Context: an optimization exercise on an open-source flow, tuned for a short achievable clock period and few clock cycles per item. The choices shown serve that exercise and are no tape-out recipe.
At most, simulation tests tie the RTL to the original design; equivalence was not proved.
Only the layout flow was run in run 1; the RTL was not checked for function there.
Power figures rest on the tool's default switching activity, not on a simulated workload.

==> flow/design.v (outline; a module is shown in full before it is edited, if it fits) <==
// module qse_framer: 1850 lines
module qse_framer (
    input  wire        clk,
    input  wire        rst,            
    input  wire        cmd_valid,
    output wire        cmd_ready,
    input  wire        cmd_load,       
    input  wire [31:0] cmd_seed,
    input  wire        cmd_scr,        
    input  wire [9:0]  cmd_ps_words,   
    input  wire [11:0] cmd_len,        
    input  wire        in_valid,
    output wire        in_ready,
    input  wire [31:0] in_data,
    output wire        out_valid,
    input  wire        out_ready,
    output wire [31:0] out_data,
    output wire        out_last
);
  // ...
==> flow/run.sh <==
#!/bin/bash
# synth_recipe.tcl (not shown) runs the flow's synth.tcl, then flattens the netlist and writes it again
# the make line also repeats each setting of config.mk as NAME=value (left out here)
make -C /OpenROAD-flow-scripts/flow DESIGN_CONFIG=/design/flow/config.mk WORK_HOME=/design/flow/orfs CLKGATE_MAP_FILE= SYNTH_SCRIPT=/design/flow/synth_recipe.tcl finish
==> flow/config.mk <==
export PLATFORM = sky130hd
export DESIGN_NAME = qse_framer
export DESIGN_NICKNAME = qse_framer
export VERILOG_FILES = /design/flow/design.v
export SDC_FILE = /design/flow/constraint.sdc
export NUM_CORES = 4
export LEC_CHECK = 0
export ABC_CLOCK_PERIOD_IN_PS = 2500
export CAP_MARGIN = 20
export CORE_MARGIN = 2
export CORE_UTILIZATION = 55
export PLACE_DENSITY = 0.65
export SETUP_SLACK_MARGIN = 5
export SLEW_MARGIN = 20
==> flow/constraint.sdc <==
create_clock -name core_clock -period 8.0 [get_ports {clk}]
set_input_delay 1.6000 -clock core_clock [delete_from_list [all_inputs] [get_ports {clk}]]
set_output_delay 1.6000 -clock core_clock [all_outputs]
set_load 0.01 [all_outputs]
==> results.py, run 1 <==
metrics = {
    "status": {
        "run_status": "complete, no violations",
    },
    "layout": {
        "seq_cells": 1571,
        "utilization_pct": 64.5,
        "fillCellCount": 9989,
        "buffers": 385,
        "bufAreaShareNonClock_pct": 3.77,
        "largest_cell_class": "sequential cells",
        "drive_gt1_share_pct": 18.8,
    },
    "place": {
        "dp_hpwl_um": 123000,
        "io_buffers": 128,
    },
    "sta": {
        "max_freq_mhz": 274,
        "hold-worst-slack_ps": 358,
    },
    "logic_synthesis": {
        "netlist_top_cells_count": "edfxtp_1 (940), inv_1 (774), dfxtp_1 (631)",
        "ys_types": 70,
        "avgSynthCellArea_sq_um": 14.2,
        "yosysWarnings": 1,
        "synth_top_family_by_area": "adder cells",
        "synthCells": 5308,
    },
    "detailed_routing": {
        "dr_wl_met2_um": 84300,
        "wl_per_cell_um": 23.3,
        "wl_met1_um": 76800,
    },
    "clocking": {
        "cts_hold_buf": 0,
        "cts_tree": "yes",
        "htreeDepth": 4,
    },
    "global_routing": {
        "antenna_found_initial": 4,
        "grt_max_degree": 92,
    },
    "power_and_ir_drop": {
        "leakage_nw": 33.5,
    },
    "worst_setup_path": {
        "r2r-start": "fa_1[85]$_DFF_P_",
        "startpoint_type": "register",
    },
    "floorplanning": {
        "io_pins": 129,
    },
}
==> run 2, diff against run 1 <==
--- a/flow/design.v
+++ b/flow/design.v
@@ -1557,17 +1557,29 @@
             crc_m32[29] = c[0] ^ c[1] ^ c[5] ^ c[7] ^ c[13] ^ c[14] ^ c[15] ^ c[17] ^ c[18] ^ c[22] ^ c[23] ^ c[24] ^ c[25] ^ c[29] ^ c[30] ^ c[31];
             crc_m32[30] = c[3] ^ c[4] ^ c[7] ^ c[14] ^ c[15] ^ c[18] ^ c[19] ^ c[20] ^ c[22] ^ c[24] ^ c[25] ^ c[30] ^ c[31];
             crc_m32[31] = c[0] ^ c[1] ^ c[2] ^ c[3] ^ c[5] ^ c[6] ^ c[7] ^ c[15] ^ c[19] ^ c[21] ^ c[22] ^ c[25] ^ c[31];
         end
     endfunction
     localparam integer DCQ = 4;      
     localparam integer DIF = 4;      
     localparam integer DKF = 8;      
-    localparam integer NCR = 5;      
+    localparam integer NOF = 4;      
+    function [7:0] therm;
+        input [7:0] t;
+        input       inc, dec;
+        begin
+            if (inc && !dec)
+                therm = {t[6:0], 1'b1};
+            else if (dec && !inc)
+                therm = {1'b0, t[7:1]};
+            else
+                therm = t;
+        end
+    endfunction
     reg        cmd_ready_q;
     reg        c_v, c_load, c_scr;
     reg [31:0] c_seed;
     reg [9:0]  c_pw;
     reg [11:0] c_len;
     always @(posedge clk) begin
         c_load <= cmd_load;
         c_scr  <= cmd_scr;
@@ -1576,194 +1588,212 @@
         c_len  <= cmd_len;
         c_v    <= !rst && cmd_valid && cmd_ready_q;
     end
     wire        qi_push = c_v && !c_load;
     wire [27:0] qi_wdat = {c_len > 12'd3, c_len > 12'd2, c_len > 12'd1, c_len != 12'd0,
                            c_pw == 10'd1, c_scr, c_len, c_pw};
     reg  [27:0] qi_mem [0:DCQ-1];
     reg  [1:0]  qi_wp, qi_rp;
-    reg  [2:0]  qi_cnt;
-    reg         qi_ne;
+    reg  [DCQ-1:0] qi_th;
     wire        qi_pop;
     wire [27:0] qi_head = qi_mem[qi_rp];
+    wire        qi_ne = qi_th[0];
     wire        qk_push = c_v && (c_load || c_scr);
     wire [32:0] qk_wdat = {c_load, c_load ? c_seed : {22'd0, c_pw}};
     reg  [32:0] qk_mem [0:DCQ-1];
     reg  [1:0]  qk_wp, qk_rp;
-    reg  [2:0]  qk_cnt;
-    reg         qk_ne;
+    reg  [DCQ-1:0] qk_th;
     wire        qk_pop;
     wire [32:0] qk_head = qk_mem[qk_rp];
+    wire        qk_ne = qk_th[0];
+    wire [1:0] qi_n = {1'b0, qi_push} + {1'b0, cmd_ready_q};
+    wire [1:0] qk_n = {1'b0, qk_push} + {1'b0, cmd_ready_q};
+    wire qi_room = (qi_n == 2'd0) ? !qi_th[DCQ-1] : (qi_n == 2'd1) ? !qi_th[DCQ-2] : !qi_th[DCQ-3];
+    wire qk_room = (qk_n == 2'd0) ? !qk_th[DCQ-1] : (qk_n == 2'd1) ? !qk_th[DCQ-2] : !qk_th[DCQ-3];
     always @(posedge clk) begin
         if (qi_push) qi_mem[qi_wp] <= qi_wdat;
         if (qk_push) qk_mem[qk_wp] <= qk_wdat;
         if (rst) begin
-            qi_wp <= 2'd0; qi_rp <= 2'd0; qi_cnt <= 3'd0; qi_ne <= 1'b0;
-            qk_wp <= 2'd0; qk_rp <= 2'd0; qk_cnt <= 3'd0; qk_ne <= 1'b0;
+            qi_wp <= 2'd0; qi_rp <= 2'd0; qi_th <= {DCQ{1'b0}};
+            qk_wp <= 2'd0; qk_rp <= 2'd0; qk_th <= {DCQ{1'b0}};
             cmd_ready_q <= 1'b0;
         end else begin
-            qi_wp  <= qi_wp + {1'b0, qi_push};
-            qi_rp  <= qi_rp + {1'b0, qi_pop};
-            qi_cnt <= qi_cnt + {2'd0, qi_push} - {2'd0, qi_pop};
-            qi_ne  <= qi_push || (qi_cnt > 3'd1) || (qi_cnt == 3'd1 && !qi_pop);
-            qk_wp  <= qk_wp + {1'b0, qk_push};
-            qk_rp  <= qk_rp + {1'b0, qk_pop};
-            qk_cnt <= qk_cnt + {2'd0, qk_push} - {2'd0, qk_pop};
-            qk_ne  <= qk_push || (qk_cnt > 3'd1) || (qk_cnt == 3'd1 && !qk_pop);
-            cmd_ready_q <= ({1'b0, qi_cnt} + {3'd0, qi_push} + {3'd0, cmd_ready_q} + 4'd1 <= DCQ) &&
-                           ({1'b0, qk_cnt} + {3'd0, qk_push} + {3'd0, cmd_ready_q} + 4'd1 <= DCQ);
+            qi_wp <= qi_wp + {1'b0, qi_push};
+            qi_rp <= qi_rp + {1'b0, qi_pop};
+            qi_th <= therm({{(8-DCQ){1'b0}}, qi_th}, qi_push, qi_pop);
+            qk_wp <= qk_wp + {1'b0, qk_push};
+            qk_rp <= qk_rp + {1'b0, qk_pop};
+            qk_th <= therm({{(8-DCQ){1'b0}}, qk_th}, qk_push, qk_pop);
+            cmd_ready_q <= qi_room && qk_room;
         end
     end
     assign cmd_ready = cmd_ready_q;
     reg        in_ready_q;
     reg        i_v;
     reg [31:0] i_d;
     reg [31:0] if_mem [0:DIF-1];
     reg [1:0]  if_wp, if_rp;
-    reg [2:0]  if_cnt;
-    reg        if_ne;
+    reg [DIF-1:0] if_th;
     reg [10:0] add_w;            
+    reg [2:0]  add_ge;           
     reg [13:0] owed;             
     wire       if_pop;
     wire [31:0] if_head = if_mem[if_rp];
+    wire       if_ne = if_th[0];
     wire [10:0] c_words = c_len[11:2] + {10'd0, c_len[1:0] != 2'd0};
-    wire [13:0] owed_n  = owed + {3'd0, add_w} - {13'd0, i_v};
+    wire        ow_ge3 = (owed[13:2] != 12'd0) || (owed[1:0] == 2'd3);
+    wire        ow_eq2 = (owed == 14'd2);
+    wire        ow_eq1 = (owed == 14'd1);
+    wire [1:0]  ow_need = {1'b0, i_v} + {1'b0, in_ready_q};    
+    wire        ow_ok = ow_ge3 ||
+                        (ow_eq2 && (ow_need != 2'd2 || add_ge[0])) ||
+                        (ow_eq1 && (ow_need == 2'd0 || (ow_need == 2'd1 ? add_ge[0] : add_ge[1]))) ||
+                        (ow_need == 2'd0 ? add_ge[0] : ow_need == 2'd1 ? add_ge[1] : add_ge[2]) &&
+                        !ow_ge3 && !ow_eq2 && !ow_eq1;
+    wire [1:0]  if_n = {1'b0, i_v} + {1'b0, in_ready_q};
+    wire        if_room = (if_n == 2'd0) ? !if_th[DIF-1] : (if_n == 2'd1) ? !if_th[DIF-2] : !if_th[DIF-3];
     always @(posedge clk) begin
         i_d <= in_data;
         i_v <= !rst && in_valid && in_ready_q;
         if (i_v) if_mem[if_wp] <= i_d;
         if (rst) begin
-            if_wp <= 2'd0; if_rp <= 2'd0; if_cnt <= 3'd0; if_ne <= 1'b0;
-            add_w <= 11'd0; owed <= 14'd0; in_ready_q <= 1'b0;
+            if_wp <= 2'd0; if_rp <= 2'd0; if_th <= {DIF{1'b0}};
+            add_w <= 11'd0; add_ge <= 3'd0; owed <= 14'd0; in_ready_q <= 1'b0;
         end else begin
             if_wp  <= if_wp + {1'b0, i_v};
             if_rp  <= if_rp + {1'b0, if_pop};
-            if_cnt <= if_cnt + {2'd0, i_v} - {2'd0, if_pop};
-            if_ne  <= i_v || (if_cnt > 3'd1) || (if_cnt == 3'd1 && !if_pop);
+            if_th  <= therm({{(8-DIF){1'b0}}, if_th}, i_v, if_pop);
             add_w  <= qi_push ? c_words : 11'd0;
-            owed   <= owed_n;
-            in_ready_q <= (owed_n > {13'd0, in_ready_q}) &&
-                          ({1'b0, if_cnt} + {3'd0, i_v} + {3'd0, in_ready_q} + 4'd1 <= DIF);
+            add_ge <= qi_push ? {c_len > 12'd8, c_len > 12'd4, c_len != 12'd0} : 3'd0;
+            owed   <= owed + {3'd0, add_w} - {13'd0, i_v};
+            in_ready_q <= ow_ok && if_room;
         end
     end
     assign in_ready = in_ready_q;
     reg [31:0] R0;               
     reg [63:0] R1;               
     reg [31:0] SD;               
     reg [95:0] P1;               
+    reg [63:0] P2;               
     reg [31:0] I1;               
-    reg [1:0]  ld_sr;
+    reg [2:0]  ld_sr;
     reg        inj;              
     reg [9:0]  wl;               
     reg        wl_nz, wl_one;
-    reg [3:0]  kf_alloc;         
+    reg [DKF-1:0] ka_th;         
     reg        kf_room;
-    wire ld_ok   = ld_sr[1];
+    wire ld_ok   = ld_sr[2];
     wire adv     = wl_nz && kf_room && ld_ok;
     wire k_need  = !wl_nz || (adv && wl_one);
     assign qk_pop = k_need && qk_ne;
     wire k_load  = qk_pop && qk_head[32];
     wire k_frame = qk_pop && !qk_head[32];
     wire [31:0] ring_t = R1[31:0] + R1[63:32];
-    wire [63:0] p1r    = m4_s1(P1);
+    wire [31:0] r0_alt = k_load ? qk_head[31:0] : I1;
     wire        kf_pop;
     always @(posedge clk) begin
         P1 <= m4_s0(SD);
-        I1 <= p1r[31:0] + p1r[63:32];
+        P2 <= m4_s1(P1);
+        I1 <= P2[31:0] + P2[63:32];
         if (adv) R1 <= mr_s0(R0);
         if (rst) begin
-            R0 <= 32'd0; SD <= 32'd0; inj <= 1'b1; ld_sr <= 2'd0;
+            R0 <= 32'd0; SD <= 32'd0; inj <= 1'b1; ld_sr <= 3'd0;
             wl <= 10'd0; wl_nz <= 1'b0; wl_one <= 1'b0;
-            kf_alloc <= 4'd0; kf_room <= 1'b1;
+            ka_th <= {DKF{1'b0}}; kf_room <= 1'b1;
         end else begin
+            if (k_load || adv)
+                R0 <= (k_load || inj) ? r0_alt : ring_t;
             if (k_load) begin
-                R0 <= qk_head[31:0];
                 SD <= qk_head[31:0];
                 inj <= 1'b1;
-                ld_sr <= 2'd0;
+                ld_sr <= 3'd0;
             end else begin
-                ld_sr <= {ld_sr[0], 1'b1};
-                if (adv) begin
-                    R0  <= inj ? I1 : ring_t;
-                    inj <= 1'b0;
-                end
+                ld_sr <= {ld_sr[1:0], 1'b1};
+                if (adv) inj <= 1'b0;
             end
             if (k_frame) begin
                 wl     <= qk_head[9:0];
                 wl_nz  <= 1'b1;
                 wl_one <= qk_head[9:0] == 10'd1;
             end else if (adv) begin
                 wl     <= wl - 10'd1;
                 wl_nz  <= !wl_one;
                 wl_one <= wl == 10'd2;
             end
-            kf_alloc <= kf_alloc + {3'd0, adv} - {3'd0, kf_pop};
-            kf_room  <= kf_alloc + {3'd0, adv} < DKF;
+            ka_th   <= therm(ka_th, adv, kf_pop);
+            kf_room <= !(ka_th[DKF-1] || (adv && ka_th[DKF-2]));
         end
     end
-    reg        fe_v, fa_v;
-    reg [31:0] fe;               
-    reg [7:0]  fa_t;
+    reg        fe_v, fa_v, fb_v;
+    reg [31:0] fe;
+    reg [7:0]  fa_t, fb_t;
     reg [95:0] fa_1, fa_2, fa_3;
+    reg [16:0] fb_1, fb_2, fb_3;
+    wire [63:0] kr1 = k1_s1(fa_1);
+    wire [63:0] kr2 = k2_s1(fa_2);
+    wire [63:0] kr3 = k3_s1(fa_3);
+    wire [24:0] kl1 = {1'b0, kr1[23:0]} + {1'b0, kr1[55:32]};
+    wire [24:0] kl2 = {1'b0, kr2[23:0]} + {1'b0, kr2[55:32]};
+    wire [24:0] kl3 = {1'b0, kr3[23:0]} + {1'b0, kr3[55:32]};
     always @(posedge clk) begin
         fe_v <= !rst && adv;
         fa_v <= !rst && fe_v;
-        if (adv) fe <= R0;
+        fb_v <= !rst && fa_v;
+        fe   <= R0;
         fa_t <= fe[31:24];
         fa_1 <= k1_s0(fe);
         fa_2 <= k2_s0(fe);
         fa_3 <= k3_s0(fe);
+        fb_t <= fa_t;
+        fb_1 <= {kl1[24], kr1[63:56], kr1[31:24]};
+        fb_2 <= {kl2[24], kr2[63:56], kr2[31:24]};
+        fb_3 <= {kl3[24], kr3[63:56], kr3[31:24]};
     end
-    wire [63:0] kr1 = k1_s1(fa_1);
-    wire [63:0] kr2 = k2_s1(fa_2);
-    wire [63:0] kr3 = k3_s1(fa_3);
-    wire [31:0] kb1 = kr1[31:0] + kr1[63:32];
-    wire [31:0] kb2 = kr2[31:0] + kr2[63:32];
-    wire [31:0] kb3 = kr3[31:0] + kr3[63:32];
-    wire [31:0] kf_wdat = {kb3[31:24], kb2[31:24], kb1[31:24], fa_t};
+    wire [7:0] kb1 = fb_1[7:0] + fb_1[15:8] + {7'd0, fb_1[16]};
+    wire [7:0] kb2 = fb_2[7:0] + fb_2[15:8] + {7'd0, fb_2[16]};
+    wire [7:0] kb3 = fb_3[7:0] + fb_3[15:8] + {7'd0, fb_3[16]};
+    wire [31:0] kf_wdat = {kb3, kb2, kb1, fb_t};
     reg [31:0] kf_mem [0:DKF-1];
     reg [2:0]  kf_wp, kf_rp;
-    reg [3:0]  kf_cnt;
-    reg        kf_ne;
+    reg [DKF-1:0] kf_th;
     wire [31:0] kf_head = kf_mem[kf_rp];
+    wire        kf_ne = kf_th[0];
     always @(posedge clk) begin
-        if (fa_v) kf_mem[kf_wp] <= kf_wdat;
+        if (fb_v) kf_mem[kf_wp] <= kf_wdat;
         if (rst) begin
-            kf_wp <= 3'd0; kf_rp <= 3'd0; kf_cnt <= 4'd0; kf_ne <= 1'b0;
+            kf_wp <= 3'd0; kf_rp <= 3'd0; kf_th <= {DKF{1'b0}};
         end else begin
-            kf_wp  <= kf_wp + {2'd0, fa_v};
-            kf_rp  <= kf_rp + {2'd0, kf_pop};
-            kf_cnt <= kf_cnt + {3'd0, fa_v} - {3'd0, kf_pop};
-            kf_ne  <= fa_v || (kf_cnt > 4'd1) || (kf_cnt == 4'd1 && !kf_pop);
+            kf_wp <= kf_wp + {2'd0, fb_v};
+            kf_rp <= kf_rp + {2'd0, kf_pop};
+            kf_th <= therm(kf_th, fb_v, kf_pop);
         end
     end
     reg        cur_v, cur_scr;
     reg        st_pre, st_pay, st_crc;
     reg [1:0]  pidx;
     reg [9:0]  pay_left;
     reg        pay_last;
     reg [11:0] blft;             
     reg [3:0]  lv;               
-    reg [2:0]  cr;               
-    reg        cr_nz;
+    reg [NOF-1:0] cr_th;         
     reg        o_v;
     wire need_in  = st_pay && lv[0];
     wire need_key = st_pay && cur_scr;
-    wire go       = cur_v && cr_nz && (!need_in || if_ne) && (!need_key || kf_ne);
+    wire go       = cur_v && cr_th[0] && (!need_in || if_ne) && (!need_key || kf_ne);
     wire fin      = go && st_crc;
     assign qi_pop = (!cur_v || fin) && qi_ne;
     assign if_pop = go && need_in;
     assign kf_pop = go && need_key;
     wire o_pop    = o_v && out_ready;
     wire [11:0] blft_n = (blft > 12'd4) ? blft - 12'd4 : 12'd0;
     always @(posedge clk) begin
         if (rst) begin
             cur_v <= 1'b0; st_pre <= 1'b0; st_pay <= 1'b0; st_crc <= 1'b0;
-            cr <= NCR; cr_nz <= 1'b1;
+            cr_th <= {NOF{1'b1}};
         end else begin
             if (qi_pop) begin
                 cur_v    <= 1'b1;
                 cur_scr  <= qi_head[22];
                 st_pre   <= 1'b1;
                 st_pay   <= 1'b0;
                 st_crc   <= 1'b0;
                 pidx     <= 2'd0;
@@ -1788,18 +1818,17 @@
                     blft     <= blft_n;
                     lv       <= {blft > 12'd7, blft > 12'd6, blft > 12'd5, blft > 12'd4};
                     if (pay_last) begin
                         st_pay <= 1'b0;
                         st_crc <= 1'b1;
                     end
                 end
             end
-            cr    <= cr - {2'd0, go} + {2'd0, o_pop};
-            cr_nz <= o_pop || (cr != {2'd0, go});
+            cr_th <= therm({{(8-NOF){1'b0}}, cr_th}, o_pop, go);
         end
     end
     reg        s1_v, s1_pre, s1_pay, s1_crc;
     reg [31:0] s1_d;
     wire [7:0]  pre_byte = pidx[1] ? (pidx[0] ? 8'hCC : 8'h99) : 8'h00;
     wire [31:0] raw_word = {lv[3] ? if_head[31:24] : 8'hFF, lv[2] ? if_head[23:16] : 8'hFF,
                             lv[1] ? if_head[15:8]  : 8'hFF, lv[0] ? if_head[7:0]   : 8'hFF};
     always @(posedge clk) begin
@@ -1813,38 +1842,39 @@
     always @(posedge clk) begin
         if (s1_v && s1_pay)
             crc <= crc_m32(crc ^ s1_d);
         else if (s1_v && s1_pre)
             crc <= 32'hFFFFFFFF;
     end
     wire [31:0] crc_word = ~{crc[7:0], crc[15:8], crc[23:16], crc[31:24]};
     wire [32:0] of_wdat  = s1_crc ? {1'b1, crc_word} : {1'b0, s1_d};
-    reg [32:0] of_mem [0:NCR-2];
-    reg [1:0]  of_wp, of_rp;
-    reg [2:0]  of_cnt;
-    reg        of_ne;
+    reg [32:0] of_mem [0:NOF-1];
+    reg [1:0]  of_wp, of_hp, of_sp;      
+    reg [NOF-1:0] of_th;                 
     reg [31:0] o_data;
     reg        o_last;
-    wire [32:0] of_head = of_mem[of_rp];
+    wire        of_ne   = of_th[0];
     wire        o_take  = !o_v || out_ready;
-    wire        of_pop  = o_take && of_ne;
+    wire        of_ld   = o_take && of_ne;
+    wire [32:0] of_next = of_mem[of_hp];
+    wire [32:0] of_show = of_mem[of_sp];
     always @(posedge clk) begin
         if (s1_v) of_mem[of_wp] <= of_wdat;
-        if (o_take) begin
-            o_data <= of_head[31:0];
-            o_last <= of_head[32];
-        end
+        o_data <= o_take ? of_next[31:0] : of_show[31:0];
+        o_last <= o_take ? of_next[32]   : of_show[32];
         if (rst) begin
-            of_wp <= 2'd0; of_rp <= 2'd0; of_cnt <= 3'd0; of_ne <= 1'b0;
+            of_wp <= 2'd0; of_hp <= 2'd0; of_sp <= 2'd3; of_th <= {NOF{1'b0}};
             o_v <= 1'b0;
         end else begin
-            of_wp  <= of_wp + {1'b0, s1_v};
-            of_rp  <= of_rp + {1'b0, of_pop};
-            of_cnt <= of_cnt + {2'd0, s1_v} - {2'd0, of_pop};
-            of_ne  <= s1_v || (of_cnt > 3'd1) || (of_cnt == 3'd1 && !of_pop);
-            if (o_take) o_v <= of_ne;
+            of_wp <= of_wp + {1'b0, s1_v};
+            if (of_ld) begin
+                of_hp <= of_hp + 2'd1;
+                of_sp <= of_hp;
+            end
+            of_th <= therm({{(8-NOF){1'b0}}, of_th}, s1_v, of_ld);
+            o_v   <= of_ne || (o_v && !out_ready);
         end
     end
     assign out_valid = o_v;
     assign out_data  = o_data;
     assign out_last  = o_last;
 endmodule
==> run 2 against run 1 <==
Critical path depth down 2; non-clock buffer count down 74; wire length up 0.24%; clock power up 9.6%; clock skew up 19 ps; cell count up 4.0%; synthesized area up 4.5%.
==> results.py, run 2 <==
metrics = {
    "logic_synthesis": {
        "yosysWarnings": 1,
        "synth_top_area_share_pct": 33.6,
        "synthesis.nets": 6552,
        "synthesis.area_sq_um": 78600,
        "synth_top_flop_cell": "edfxtp_1",
        "synth.area.top_cells": "edfxtp_1 (34%), dfxtp_1 (21%), fa_1 (13%)",
        "ys_types": 74,
        "async_reset_ff_share_pct": 0,
        "netlist_top_cells_count": "edfxtp_1 (880), dfxtp_1 (832), inv_1 (770)",
        "yosys_register_bits": 1712,
        "synth_edf_count": 880,
        "seq_area_frac_synth_pct": 54.8,
        "yosysTopAreaCell": "edfxtp_1",
        "synth.most_common_cell": "edfxtp_1",
        "avgSynthCellArea_sq_um": 14.1,
        "synthCells": 5582,
    },
    "worst_setup_path": {
        "slowest_stage": "edfxtp_1",
        "r2r_slack_ps": 5010,
        "cp-end-kind": "register",
        "r2r_cells": 10,
        "cp.depth": 10,
        "required_ps": 8670,
        "reg2reg_to": "R0[31]$_SDFFE_PP0P_",
        "max_stage_delay_ps": 420,
        "r2r-start": "R1[7]$_DFFE_PP_",
        "worst-setup-path-type": "register to register",
        "startpoint_type": "register",
        "crit_buf_inv": 0,
        "arrival_ps": 3650,
        "crit_family": "compound AO/OA/AOI/OAI gates",
        "crit_fanout": 3,
        "path_cells": "ha_4 -> or3_4 -> o22a_1 -> a221o_2 -> a21oi_2 -> o211ai_1 -> o31ai_2 -> o21ai_1 -> xnor2_1 -> a32o_1",
    },
    "detailed_routing": {
        "top_layer_used": "met5",
        "drtIter0Drc": 2675,
        "vias_per_cell": 5.36,
        "drc": 0,
        "totalWireLength_um": 179000,
        "ant_nets": 0,
        "dr_wl_met2_um": 87200,
        "wl_met3_um": 9200,
        "via_count": 42700,
        "wl_per_cell_um": 22.5,
        "drtPass1Iterations": 7,
        "wl_met1_um": 78200,
    },
    "sta": {
        "rsz0062_at_grt": "true",
        "setup_violations": 0,
        "hold-worst-slack_ps": 317,
        "maxSlewHeadroom_pct": 15.3,
        "max_freq_mhz": 335,
        "maxSlewViolCount": 0,
        "hold_viol": 0,
        "fin_crit_sh_pct": 37.3,
        "period_needed_ps": 2990,
        "skew_ps": 51.1,
        "final.setup.tns_ps": 0,
        "worst_pin_slew_ps": 1260,
    },
    "clocking": {
        "clockBufferDepth": 3,
        "insertion_delay_ps": 790,
        "cts_tree": "yes",
        "clkTransAtPathRegs_ps": 60,
        "cts_root_buffer": "clkbuf_16",
        "numCtsBuffers": 174,
        "htreeDepth": 4,
        "cts_sinks": 1712,
    },
    "floorplanning": {
        "die_w_um": 382,
        "core-area_sq_um": 142000,
        "io_pins": 129,
        "fp-row-count": 138,
        "initial_utilization_pct": 55.4,
        "die_area_sq_um": 146000,
        "chipHeight_um": 382,
    },
    "layout": {
        "drive_gt1_share_pct": 15.4,
        "final_cell_mix": "edfxtp_1 (880), dfxtp_1 (785), inv_1 (747)",
        "reg_top3": "kf_mem x256, of_mem x132, qk_mem x132",
        "layout-area-overhead-vs-synth_pct": 14.1,
        "layout.nets": 6893,
        "largest_reg_flops": 256,
        "diodes": 0,
        "top_register": "kf_mem",
        "final_common_cell": "edfxtp_1",
        "utilization_pct": 63.2,
    },
    "global_routing": {
        "grt-ovfl-total": 0,
        "grt_max_degree": 65,
        "antenna_found_initial": 4,
        "grt_util_all_layers_pct": 24.9,
        "grt_pass1_wl_um": 272000,
        "grt_pass1_vias": 44000,
    },
    "power_and_ir_drop": {
        "total_power_mw": 19.5,
        "p_per_area_nw_per_um2": 217,
        "leakage_nw": 34.8,
        "ir_drop_uv": 195,
    },
    "run": {
        "max_cap_violations": 0,
    },
    "place": {
        "place.gp.congestion": 0.929,
        "io_buffers": 128,
        "dp_hpwl_um": 125000,
    },
    "min_path": {
        "holdPathEnd": "fb_t[6]$_DFF_P_",
        "worst_hold_path_type": "register to register",
        "min_from": "fa_t[6]$_DFF_P_",
        "hold_depth": 0,
    },
    "status": {
        "run_status": "complete, no violations",
    },
}
[run 2: cell type report]
type                            count  area [sq um]
Multi-Input combinational cell   2952         32500
Tap cell                         1890          2360
Clock inverter                     68           896
Fill cell                       10600         52100
Timing Repair Buffer              311          2640
Inverter                          772          2980
Clock buffer                      260          5070
Sequential cell                  1712         43200
[run 2: logic make-up after synthesis]
family / after synthesis / share of synthesized area, %
AO/OA/AOI/OAI: 491 / 3.84
XOR/XNOR: 486 / 5.44
adder cells (fa/ha/maj): 877 / 18.9
buffers and inverters: 919 / 4.40
flip-flops: 1712 / 54.8
multiplexers: 365 / 8.32
AND/OR/NAND/NOR: 732 / 4.27
[run 2: repair_timing]
| action | 4_1_cts | 5_1_grt |
|---|---|---|
| cloned | 1 | 0 |
| pin swaps | 14 | 18 |
| gates resized for setup | 187 | 49 |
| setup buffers | 56 | 47 |
| hold buffers | 0 | 0 |
| setup endpoints to repair | 188 | 83 |
[run 2: how the worst max path moves through the flow]
stage                                  start              endpoint  slack [ps]
final                        R1[7]$_DFFE_PP_   R0[31]$_SDFFE_PP0P_        5010
after global routing      owed[0]$_SDFF_PP0_   owed[12]$_SDFF_PP0_        4890
after CTS                 o_data[26]$_DFF_P_          out_data[26]        5000
after detailed placement                 rst  add_w[10]$_SDFF_PP0_        3930
after global placement                   rst  add_w[10]$_SDFF_PP0_        3950
after floorplan               fe[11]$_DFF_P_      fa_1[55]$_DFF_P_        4980
[run 2: where the power goes]
| group | leakage [nW] | switching [mW] | total (mW) | internal, mW |
|---|---|---|---|---|
| sequential | 14.9 | 0.130 | 9.64 | 9.51 |
| combinational | 17.0 | 0.830 | 1.52 | 0.692 |
| clock | 2.90 | 3.43 | 8.31 | 4.88 |
[run 2: metal layers]
layer | GRT usage (%) | vias up
li1 | - | 19600
met1 | 34.8 | 21800
met2 | 40.9 | 1065
met3 | 3.89 | 293
met4 | 6.58 | 2
met5 | 0 | -
[run 2: stage by stage]
| step | area (sq um) | cells | worst slack [ps] |
|---|---|---|---|
| 3_5_place_dp | 82500 | 7532 | 3930 |
| 5_1_grt | 89600 | 7965 | 4890 |
| 4_1_cts | 89100 | 7917 | 5000 |
| 6_report | 89600 | 7965 | 5010 |
| 2_1_floorplan | 78700 | 5582 | 4980 |
| 3_3_place_gp | 82500 | 7532 | 3950 |
Testbench counts of run 2, summed over its fixed seeds: cycles 21,255, bytes 84,816.

## afterwards: timing with drivers on the ports
No port has a modelled driver above. Below, the same layouts with a new extraction and two added sets of constraints. Step 1, drivers: a clkbuf_16 drives clk and a buf_2 each remaining input, both assumed. Step 2 moves the port delays by t, midway between the first and last clock arrival at a register: inputs arrive t later, outputs are due t later. That takes back most of the time a late clock gives input paths. a / b / c = ideal ports / drivers / drivers and shift; a / b = the first two.
| run | t, ns | setup WS [ns] | worst setup path after step 2 |
|---|---|---|---|
| run 1 | 0.853 | 4.356 / 4.356 / 4.247 | input to register |
| run 2 | 0.854 | 5.014 / 4.988 / 4.288 | input to register |
After both steps setup and hold are still met in every run listed. For run 2, which loses most, drivers alone change the setup slack by -0.026 ns; drivers and shift together by -0.726 ns.
